From an optimization exercise on the open Yosys and OpenROAD flow, aimed at small area and a short achievable clock period; shortcuts taken in it are not production practice. Function was checked by simulation only, so behaviour that the tests miss may differ from the original.

[config.mk]
export PLATFORM = sky130hd
export DESIGN_NAME = antibuee_proto
export DESIGN_NICKNAME = antibuee_proto
export VERILOG_FILES = /design/flow/design.v
export SDC_FILE = /design/flow/constraint.sdc
export NUM_CORES = 4
export LEC_CHECK = 0
export CAP_MARGIN = 20
export CORE_MARGIN = 2
export CORE_UTILIZATION = 40
export SLEW_MARGIN = 20
[constraint.sdc]
create_clock -name core_clock -period 12.0 [get_ports {clk}]
set_input_delay 2.4000 -clock core_clock [delete_from_list [all_inputs] [get_ports {clk}]]
set_output_delay 2.4000 -clock core_clock [all_outputs]
set_load 0.01 [all_outputs]
[design.v]
module antibuee_proto (
    input              clk,
    input              rst,           
    input              ev_valid,
    input      [2:0]   ev_kind,       
    input      [7:0]   ev_op,         
    input      [7:0]   ev_data,       
    input              ev_wr_ok,      
    output reg         resp_valid,
    output reg [1:0]   resp_code,     
    output reg         tx_valid,
    output reg         tx_two,
    output reg [7:0]   tx_b0,
    output reg [7:0]   tx_b1,
    output reg         ack_valid,
    output reg [7:0]   ack_cmd,
    output reg         ack_success,
    output reg [3:0]   ack_reason,
    output reg         unk_valid,
    output reg [6:0]   raw_len,
    output     [511:0] raw_bytes,
    output reg         stat_valid,
    output     [223:0] stat_m,
    output     [29:0]  stat_s,
    output     [15:0]  stat_ts,
    output reg         terr_valid,
    output reg [7:0]   terr_op,
    output reg         conn_valid,
    output reg         conn_state
);
    localparam [15:0] TIMEOUT_STATUS = 16'd15;
    localparam [15:0] TIMEOUT_OTHER  = 16'd5;
    localparam [15:0] BOOT_DELAY     = 16'd8;
    localparam [15:0] STATUS_DELAY   = 16'd4;
    localparam        BUF_DEPTH      = 64;
    localparam [2:0] EV_ISSUE = 3'd0, EV_RX = 3'd1, EV_TICK = 3'd2,
                     EV_CONNECT = 3'd3, EV_DISCONNECT = 3'd4;
    localparam [1:0] ST_IDLE = 2'd0, ST_BOOT = 2'd1, ST_AWAIT = 2'd2;
    localparam [1:0] PH_START = 2'd0, PH_DATA = 2'd1, PH_ACK = 2'd2;
    localparam [1:0] R_ACCEPTED = 2'd0, R_INVALID = 2'd1, R_BUSY = 2'd2, R_TRANSPORT = 2'd3;
    localparam [3:0] RS_ACK = 4'd0, RS_HELLO_OLD = 4'd1, RS_HELLO_FIRST = 4'd2,
                     RS_STATUS = 4'd3, RS_TIMEOUT = 4'd4, RS_NAK = 4'd5,
                     RS_MALFORMED = 4'd6, RS_OVERFLOW = 4'd8;
    localparam [7:0] OP_HELLO = 8'h30, OP_DELTA = 8'h31, OP_OFFSET = 8'h32,
                     OP_FULL = 8'h36, OP_REGUL = 8'h37, OP_STATUS = 8'h38, OP_SAVE = 8'h39;
    reg        connected;
    reg [1:0]  state;
    reg [1:0]  boot_step;
    reg [15:0] boot_t0;
    reg [15:0] now;
    reg [7:0]  cmd;
    reg [15:0] start;
    reg [1:0]  phase;
    reg [6:0]  len;
    reg [7:0]  buf_mem [0:BUF_DEPTH-1];
    reg        sf_is_stat;    
    reg        sf_bad;        
    reg [2:0]  sf_idx;        
    reg        sf_any;        
    reg        sf_neg;        
    reg        sf_digits;     
    reg        sf_point;      
    reg        sf_fdig;       
    reg [5:0]  sf_scale;      
    reg [31:0] sf_acc;        
    reg [31:0] fld_m [0:6];
    reg [5:0]  fld_s [0:4];
    genvar gi;
    generate
        for (gi = 0; gi < BUF_DEPTH; gi = gi + 1) begin : g_raw
            assign raw_bytes[8*gi +: 8] = buf_mem[gi];
        end
        for (gi = 0; gi < 7; gi = gi + 1) begin : g_m
            assign stat_m[32*gi +: 32] = fld_m[gi];
        end
        for (gi = 0; gi < 5; gi = gi + 1) begin : g_s
            assign stat_s[6*gi +: 6] = fld_s[gi];
        end
    endgenerate
    assign stat_ts = now;
    reg        enc_ok;
    reg        enc_two;
    reg [7:0]  enc_b1;
    wire [15:0] full_prod = 16'd255 * {8'd0, ev_data};
    wire [15:0] full_scaled = full_prod / 16'd100;
    always @(*) begin
        enc_ok  = 1'b0;
        enc_two = 1'b0;
        enc_b1  = 8'h00;
        case (ev_op)
            OP_HELLO, OP_REGUL, OP_STATUS, OP_SAVE: enc_ok = 1'b1;
            OP_DELTA, OP_OFFSET: begin
                enc_ok  = (ev_data <= 8'd9);
                enc_two = 1'b1;
                enc_b1  = 8'h30 + ev_data;
            end
            OP_FULL: begin
                enc_ok  = (ev_data <= 8'd100);
                enc_two = 1'b1;
                enc_b1  = full_scaled[7:0];
            end
            default: ;
        endcase
    end
    wire [15:0] now_inc      = now + 16'd1;
    wire [15:0] elapsed      = now_inc - start;
    wire [15:0] boot_elapsed = now_inc - boot_t0;
    wire [15:0] cmd_timeout  = (cmd == OP_STATUS) ? TIMEOUT_STATUS : TIMEOUT_OTHER;
    wire        timeout_due  = elapsed > cmd_timeout;
    wire        hello_due    = (boot_step == 2'd1) && (boot_elapsed >= BOOT_DELAY);
    wire        status_due   = (boot_step == 2'd2) && (boot_elapsed >= STATUS_DELAY);
    wire [7:0] b         = ev_data;
    wire       b_marker  = (b == 8'h35) || (b == 8'h34);
    wire       is_rx     = ev_valid && (ev_kind == EV_RX);
    wire       in_sess   = (state == ST_AWAIT);
    wire       overflow  = (len == BUF_DEPTH[6:0]);
    wire       append    = is_rx && in_sess && !overflow;
    wire       complete  = append && b_marker && ((phase == PH_START) || (phase == PH_ACK));
    wire       sf_int_field = (sf_idx >= 3'd5);
    wire       sf_field_ok  = sf_digits && (!sf_point || sf_fdig);
    wire [31:0] sf_value    = sf_neg ? (32'd0 - sf_acc) : sf_acc;
    wire       stat_good    = sf_is_stat && !sf_bad && (sf_idx == 3'd6) && sf_field_ok;
    task resolve(input success, input [3:0] reason, input [6:0] rlen, input [15:0] t);
        begin
            ack_valid   <= 1'b1;
            ack_cmd     <= cmd;
            ack_success <= success;
            ack_reason  <= reason;
            raw_len     <= rlen;
            len         <= 7'd0;
            phase       <= PH_START;
            if (boot_step == 2'd2) begin
                state   <= ST_BOOT;
                boot_t0 <= t;
            end else begin
                state   <= ST_IDLE;
            end
        end
    endtask
    task payload_char(input [7:0] c);
        begin
            if (c == 8'h23) begin                      
                if (!sf_field_ok || sf_idx == 3'd6)
                    sf_bad <= 1'b1;
                fld_m[sf_idx] <= sf_value;
                if (sf_idx < 3'd5)
                    fld_s[sf_idx] <= sf_scale;
                if (sf_idx != 3'd6)
                    sf_idx <= sf_idx + 3'd1;
                sf_any    <= 1'b0;
                sf_neg    <= 1'b0;
                sf_digits <= 1'b0;
                sf_point  <= 1'b0;
                sf_fdig   <= 1'b0;
                sf_scale  <= 6'd0;
                sf_acc    <= 32'd0;
            end else if (c == 8'h2D) begin             
                if (sf_any)
                    sf_bad <= 1'b1;
                sf_any <= 1'b1;
                sf_neg <= 1'b1;
            end else if (c == 8'h2E) begin             
                if (sf_int_field || !sf_digits || sf_point)
                    sf_bad <= 1'b1;
                sf_any   <= 1'b1;
                sf_point <= 1'b1;
            end else if (c >= 8'h30 && c <= 8'h39) begin
                sf_any <= 1'b1;
                sf_acc <= sf_acc * 32'd10 + {28'd0, c[3:0]};
                if (sf_point) begin
                    sf_fdig  <= 1'b1;
                    sf_scale <= sf_scale + 6'd1;
                end else begin
                    sf_digits <= 1'b1;
                end
            end else begin
                sf_bad <= 1'b1;
            end
        end
    endtask
    task decoder_start(input is_stat);
        begin
            sf_is_stat <= is_stat;
            sf_bad     <= 1'b0;
            sf_idx     <= 3'd0;
            sf_any     <= 1'b0;
            sf_neg     <= 1'b0;
            sf_digits  <= 1'b0;
            sf_point   <= 1'b0;
            sf_fdig    <= 1'b0;
            sf_scale   <= 6'd0;
            sf_acc     <= 32'd0;
        end
    endtask
    always @(posedge clk) begin
        resp_valid <= 1'b0;
        tx_valid   <= 1'b0;
        ack_valid  <= 1'b0;
        unk_valid  <= 1'b0;
        stat_valid <= 1'b0;
        terr_valid <= 1'b0;
        conn_valid <= 1'b0;
        if (rst) begin
            connected  <= 1'b0;
            state      <= ST_IDLE;
            boot_step  <= 2'd0;
            boot_t0    <= 16'd0;
            now        <= 16'd0;
            cmd        <= 8'h00;
            start      <= 16'd0;
            phase      <= PH_START;
            len        <= 7'd0;
            resp_code  <= 2'd0;
            tx_two     <= 1'b0;
            tx_b0      <= 8'h00;
            tx_b1      <= 8'h00;
            ack_cmd    <= 8'h00;
            ack_success<= 1'b0;
            ack_reason <= 4'd0;
            raw_len    <= 7'd0;
            terr_op    <= 8'h00;
            conn_state <= 1'b0;
            decoder_start(1'b0);
        end else if (ev_valid) begin
            case (ev_kind)
                EV_ISSUE: begin
                    resp_valid <= 1'b1;
                    if (!enc_ok) begin
                        resp_code <= R_INVALID;
                    end else if (state != ST_IDLE) begin
                        resp_code <= R_BUSY;
                    end else if (!connected || !ev_wr_ok) begin
                        resp_code  <= R_TRANSPORT;
                        terr_valid <= 1'b1;
                        terr_op    <= ev_op;
                    end else begin
                        resp_code <= R_ACCEPTED;
                        tx_valid  <= 1'b1;
                        tx_two    <= enc_two;
                        tx_b0     <= ev_op;
                        tx_b1     <= enc_b1;
                        cmd       <= ev_op;
                        start     <= now;
                        len       <= 7'd0;
                        phase     <= PH_START;
                        state     <= ST_AWAIT;
                    end
                end
                EV_RX: begin
                    if (in_sess) begin
                        if (overflow) begin
                            resolve(1'b0, RS_OVERFLOW, len, now);
                        end else begin
                            buf_mem[len[5:0]] <= b;
                            len <= len + 7'd1;
                            if (len == 7'd0) begin
                                decoder_start(b == 8'h5B);
                            end else if (sf_is_stat) begin
                                if (phase == PH_ACK) begin
                                    if (b_marker) begin
                                        fld_m[sf_idx] <= sf_value;
                                        if (sf_idx < 3'd5)
                                            fld_s[sf_idx] <= sf_scale;
                                    end else begin
                                        sf_bad <= 1'b1;
                                        if (b != 8'h5D)
                                            payload_char(b);
                                    end
                                end else if (b != 8'h5D) begin
                                    payload_char(b);
                                end
                            end
                            case (phase)
                                PH_START: if (b == 8'h5B) phase <= PH_DATA;
                                PH_DATA:  if (b == 8'h5D) phase <= PH_ACK;
                                PH_ACK:   if (!b_marker && b != 8'h5D) phase <= PH_DATA;
                                default:  ;
                            endcase
                            if (complete) begin
                                if (phase == PH_START) begin
                                    if (len == 7'd0) begin
                                        if (b == 8'h35) resolve(1'b1, RS_ACK, 7'd1, now);
                                        else            resolve(1'b0, RS_NAK, 7'd1, now);
                                    end else if (len == 7'd1 && b == 8'h35 && buf_mem[0] == 8'h30) begin
                                        resolve(1'b1, RS_HELLO_FIRST, 7'd2, now);
                                    end else if (len == 7'd1 && b == 8'h35 && buf_mem[0] == 8'h33) begin
                                        resolve(1'b1, RS_HELLO_OLD, 7'd2, now);
                                    end else begin
                                        unk_valid <= 1'b1;
                                        raw_len   <= len + 7'd1;
                                        len       <= 7'd0;
                                        phase     <= PH_START;
                                    end
                                end else begin
                                    if (sf_is_stat) begin
                                        if (b == 8'h34) begin
                                            resolve(1'b0, RS_NAK, len + 7'd1, now);
                                        end else if (stat_good) begin
                                            resolve(1'b1, RS_STATUS, len + 7'd1, now);
                                            stat_valid <= 1'b1;
                                        end else begin
                                            resolve(1'b0, RS_MALFORMED, len + 7'd1, now);
                                        end
                                    end else begin
                                        unk_valid <= 1'b1;
                                        raw_len   <= len + 7'd1;
                                        len       <= 7'd0;
                                        phase     <= PH_START;
                                    end
                                end
                            end
                        end
                    end
                end
                EV_TICK: begin
                    now <= now_inc;
                    if (state == ST_AWAIT) begin
                        if (timeout_due)
                            resolve(1'b0, RS_TIMEOUT, len, now_inc);
                    end else if (state == ST_BOOT) begin
                        if (hello_due || status_due) begin
                            if (ev_wr_ok) begin
                                tx_valid  <= 1'b1;
                                tx_two    <= 1'b0;
                                tx_b0     <= hello_due ? OP_HELLO : OP_STATUS;
                                cmd       <= hello_due ? OP_HELLO : OP_STATUS;
                                start     <= now_inc;
                                len       <= 7'd0;
                                phase     <= PH_START;
                                state     <= ST_AWAIT;
                                boot_step <= hello_due ? 2'd2 : 2'd0;
                            end else begin
                                terr_valid <= 1'b1;
                                terr_op    <= hello_due ? OP_HELLO : OP_STATUS;
                                if (hello_due) begin
                                    boot_step <= 2'd2;
                                    boot_t0   <= now_inc;
                                end else begin
                                    boot_step <= 2'd0;
                                    state     <= ST_IDLE;
                                end
                            end
                        end
                    end
                end
                EV_CONNECT: begin
                    if (!connected) begin
                        connected  <= 1'b1;
                        state      <= ST_BOOT;
                        boot_step  <= 2'd1;
                        boot_t0    <= now;
                        len        <= 7'd0;
                        phase      <= PH_START;
                        conn_valid <= 1'b1;
                        conn_state <= 1'b1;
                    end
                end
                EV_DISCONNECT: begin
                    connected <= 1'b0;
                    state     <= ST_IDLE;
                    boot_step <= 2'd0;
                    len       <= 7'd0;
                    phase     <= PH_START;
                    if (connected) begin
                        conn_valid <= 1'b1;
                        conn_state <= 1'b0;
                    end
                end
                default: ;
            endcase
        end
    end
endmodule
[run.sh]
#!/bin/bash
# synth_recipe.tcl (not shown) runs the flow's synth.tcl, then flattens the netlist and writes it again
# the make line also repeats each setting of config.mk as NAME=value (left out here)
make -C /OpenROAD-flow-scripts/flow DESIGN_CONFIG=/design/flow/config.mk WORK_HOME=/design/flow/orfs CLKGATE_MAP_FILE= SYNTH_SCRIPT=/design/flow/synth_recipe.tcl finish
==> flow_metrics.tcl <==
set metrics [dict create \
    status "no timing/DRC/antenna violations" \
    ys_ff_latch 931 \
    worst_slack_ns 0.7628 \
    row_count 114 \
    synth_warnings 1 \
    cts-root-buf "clkbuf_16" \
    max_stage_delay_ns 0.86 \
    dp_hpwl_mm 94.74 \
    setup_viol 0 \
    critPathRequiredTime_ns 12.55 \
    place_ws_ns 0.1364 \
    rsz0062_at_grt "no" \
    cts_max_level 3 \
    synth_ff_type "edfxtp_1" \
    grt_max_degree 71 \
    synthesis.nets 3055 \
    end_kind "flip-flop" \
    postLayoutCoreUtil 0.5444 \
    worstMarginPinSlew_ns 1.114 \
    numCtsBuffers 98 \
    fmax_ghz 0.08899 \
    route.detailed.drc 0 \
    drt_iter0_markers 2262 \
    avgViaCountPerCell 5.210 \
    grtUsageTotal 0.2506 \
    clock_skew_ns 0.04643 \
    core_area_sq_um 96280 \
    seqCellArea_sq_um 26310 \
    gp_congestion 0.8551 \
    final_max_slew_viol_count 0 \
    vias 26810 \
    start_util 0.4022 \
    crit_slowest_cell "fa_1" \
    finalCritPeriodShare 0.9364 \
    io_buffers 859 \
    slew_headroom 0.2517 \
    cts_tree "done" \
    synthCells 2849 \
    syn_area_per_cell_sq_um 13.59 \
    routed_wl_mm 129.2 \
    cts_resized 0 \
    wire_per_inst_um 25.11 \
    layout-drive-gt1-share 0.07187 \
    drtAntennaViolNets 0 \
    yosysTopAreaCell "edfxtp_1" \
    arrival_ns 11.79 \
    finalCriticalPeriod_ns 11.24 \
    grt-ovfl-total 0 \
    fin_cells 5146 \
    startpoint_type "input port" \
    die_x_um 315.1 \
    worstSetupPathType "input port to flip-flop" \
    maxCapViolations 0 \
    antenna_found_initial 4 \
    synth-async-reset-ratio 0 \
    ctsHoldBuffers 0 \
    clk_latency_ns 0.70 \
    clk_pin_slew_ns 0.06 \
    setup-tns-final_ns 0 \
    crit_fanout 11 \
    synth_area_leaders "edfxtp_1 59%, dfxtp_1 8.5%, ha_1 5.1%" \
    area_delta_synth_final_pct 35.36 \
    cp_common_cell "fa_1" \
    dieArea_sq_um 99310 \
    grt_pass1_vias 24780 \
    hp-class "flip-flop to flip-flop" \
    ys_types 96 \
    dp_cells 4961 \
    synth_edf_count 766 \
    dieHeight_um 315.1 \
    synth_top_area_frac 0.5940 \
    fillerInstances 8039 \
    final_nets 3991 \
    clock_sinks 931 \
    multi_input_comb_area_sq_um 11640 \
    cts_max_path_buffers 3 \
    pin_count 860 \
    grt_first_pass_wirelength_mm 180.5 \
    netlist_area_sq_um 38720 \
    drt_first_pass_iters 7 \
    cts_setup_buffers 0 \
    hold_violations 0 \
    ys_seq_area_frac 0.6794 \
]
[stage by stage]
stage	instance area [sq um]	hold slack [ns]
after global routing	52410	0.4860
after global placement	49090	0.4467
after detailed placement	49090	0.4503
final	52410	0.4557
after floorplan	38720	0.4348
after CTS	52410	0.4582
[registers in the layout (all words and copies together), names as in the netlist, 2 cells and up]
register    count
now            16
start          16
boot_step       2
ack_reason      4
ack_cmd         8
phase           2
tx_b0           8
terr_op         8
len             7
resp_code       2
raw_len         7
fld_m         224
buf_mem       512
fld_s          30
tx_b1           8
sf_idx          3
sf_acc         32
sf_scale        6
boot_t0        16
state           2
[placed cells by master, fill, tap and decap left out, types with 110 or more instances in the layout]
cell,synthesis,routed
inv_1,129,129
nand2_1,160,160
clkdlybuf4s50_1,0,850
xnor2_1,110,110
edfxtp_1,766,766
nor2_1,312,307
a21oi_1,114,114
o21ai_0,113,112
dfxtp_1,165,165
ha_1,157,157
[final cells by class]
class	instances	share of cell area
Clock inverter	68	0.01485
Timing Repair Buffer	927	0.1731
Multi-Input combinational cell	1698	0.2220
Tap cell	1276	0.03046
Inverter	129	0.009239
Sequential cell	931	0.5019
Clock buffer	115	0.04839
Antenna cell	2	0.00009549
[synth_stat cells (all sizes together) (30+ instances only)]
| cell type | number |
|---|---|
| ha | 157 |
| xor2 | 56 |
| o21ai | 120 |
| nand3 | 55 |
| nor2 | 313 |
| or3 | 42 |
| nor2b | 38 |
| clkbuf | 81 |
| a21o | 30 |
| inv | 129 |
| a211oi | 40 |
| nor3 | 50 |
| nand2 | 160 |
| dfxtp | 165 |
| a21oi | 114 |
| xnor2 | 111 |
| edfxtp | 766 |
[critical path: cells and delay by family]
| family | cells | cell delay, ns |
|---|---|---|
| compound gates | 15 | 4.00 |
| fa+ha+maj | 5 | 2.84 |
| simple gates | 7 | 2.12 |
| buf+inv | 3 | 0.22 |
| xor+xnor | 1 | 0.18 |
[cells by family (layout without fill, tap and decap cells)]
logic type,after synthesis,in the layout,synth area share
other,0,2,0
XOR/XNOR,168,168,0.03894
adder cells (fa/ha/maj),185,185,0.06469
buffers and inverters,220,1239,0.02184
AO/OA/AOI/OAI,510,510,0.08912
AND/OR/NAND/NOR,811,811,0.09982
flip-flops,931,931,0.6794
multiplexers,24,24,0.006236
[metal layers]
layer	part of all wire	GRT usage	wire length (um)	vias to the layer above
met2	0.49	0.4167	63180	940
met4	0.028	0.07522	3652	2
met1	0.42	0.3273	53670	13320
met5	0.000093	0	12	-
li1	-	-	-	12380
met3	0.067	0.05611	8698	168
[worst paths after layout]
check	slack [ns]	start	endpoint	depth (start not counted)
setup / recovery	0.76	ev_data[5]	tx_b1[0]	31
hold / removal	0.46	ack_reason[1]	ack_reason[1]	2
setup reg to reg	5.13	now[0]	start[12]	25
hold reg to reg	0.46	ack_reason[1]	ack_reason[1]	2

port drivers added, routing unchanged:
No port has a modelled driver above. Below, the same layout with a new extraction and two added sets of constraints. Step 1 assumes that a clkbuf_16 drives the clock port and a buf_2 every other input. Step 2 times the ports against the registers' clock, not the clock port: input delays grow and output delays shrink by t, the midpoint of the rising clock arrivals with the driver on. Slacks: no drivers / after step 1 / after step 2; pairs: no drivers / after step 1.
shift t [ns]: 0.748
setup slack, ns: 0.763 / 0.796 / 0.048
worst setup path at the end: input to register
worst register clock-pin slew, ns: 0.07 / 0.07
After both steps setup and hold are still met in this run. The setup slack of this run moves by +0.033 ns with the drivers and by -0.715 ns with both steps.
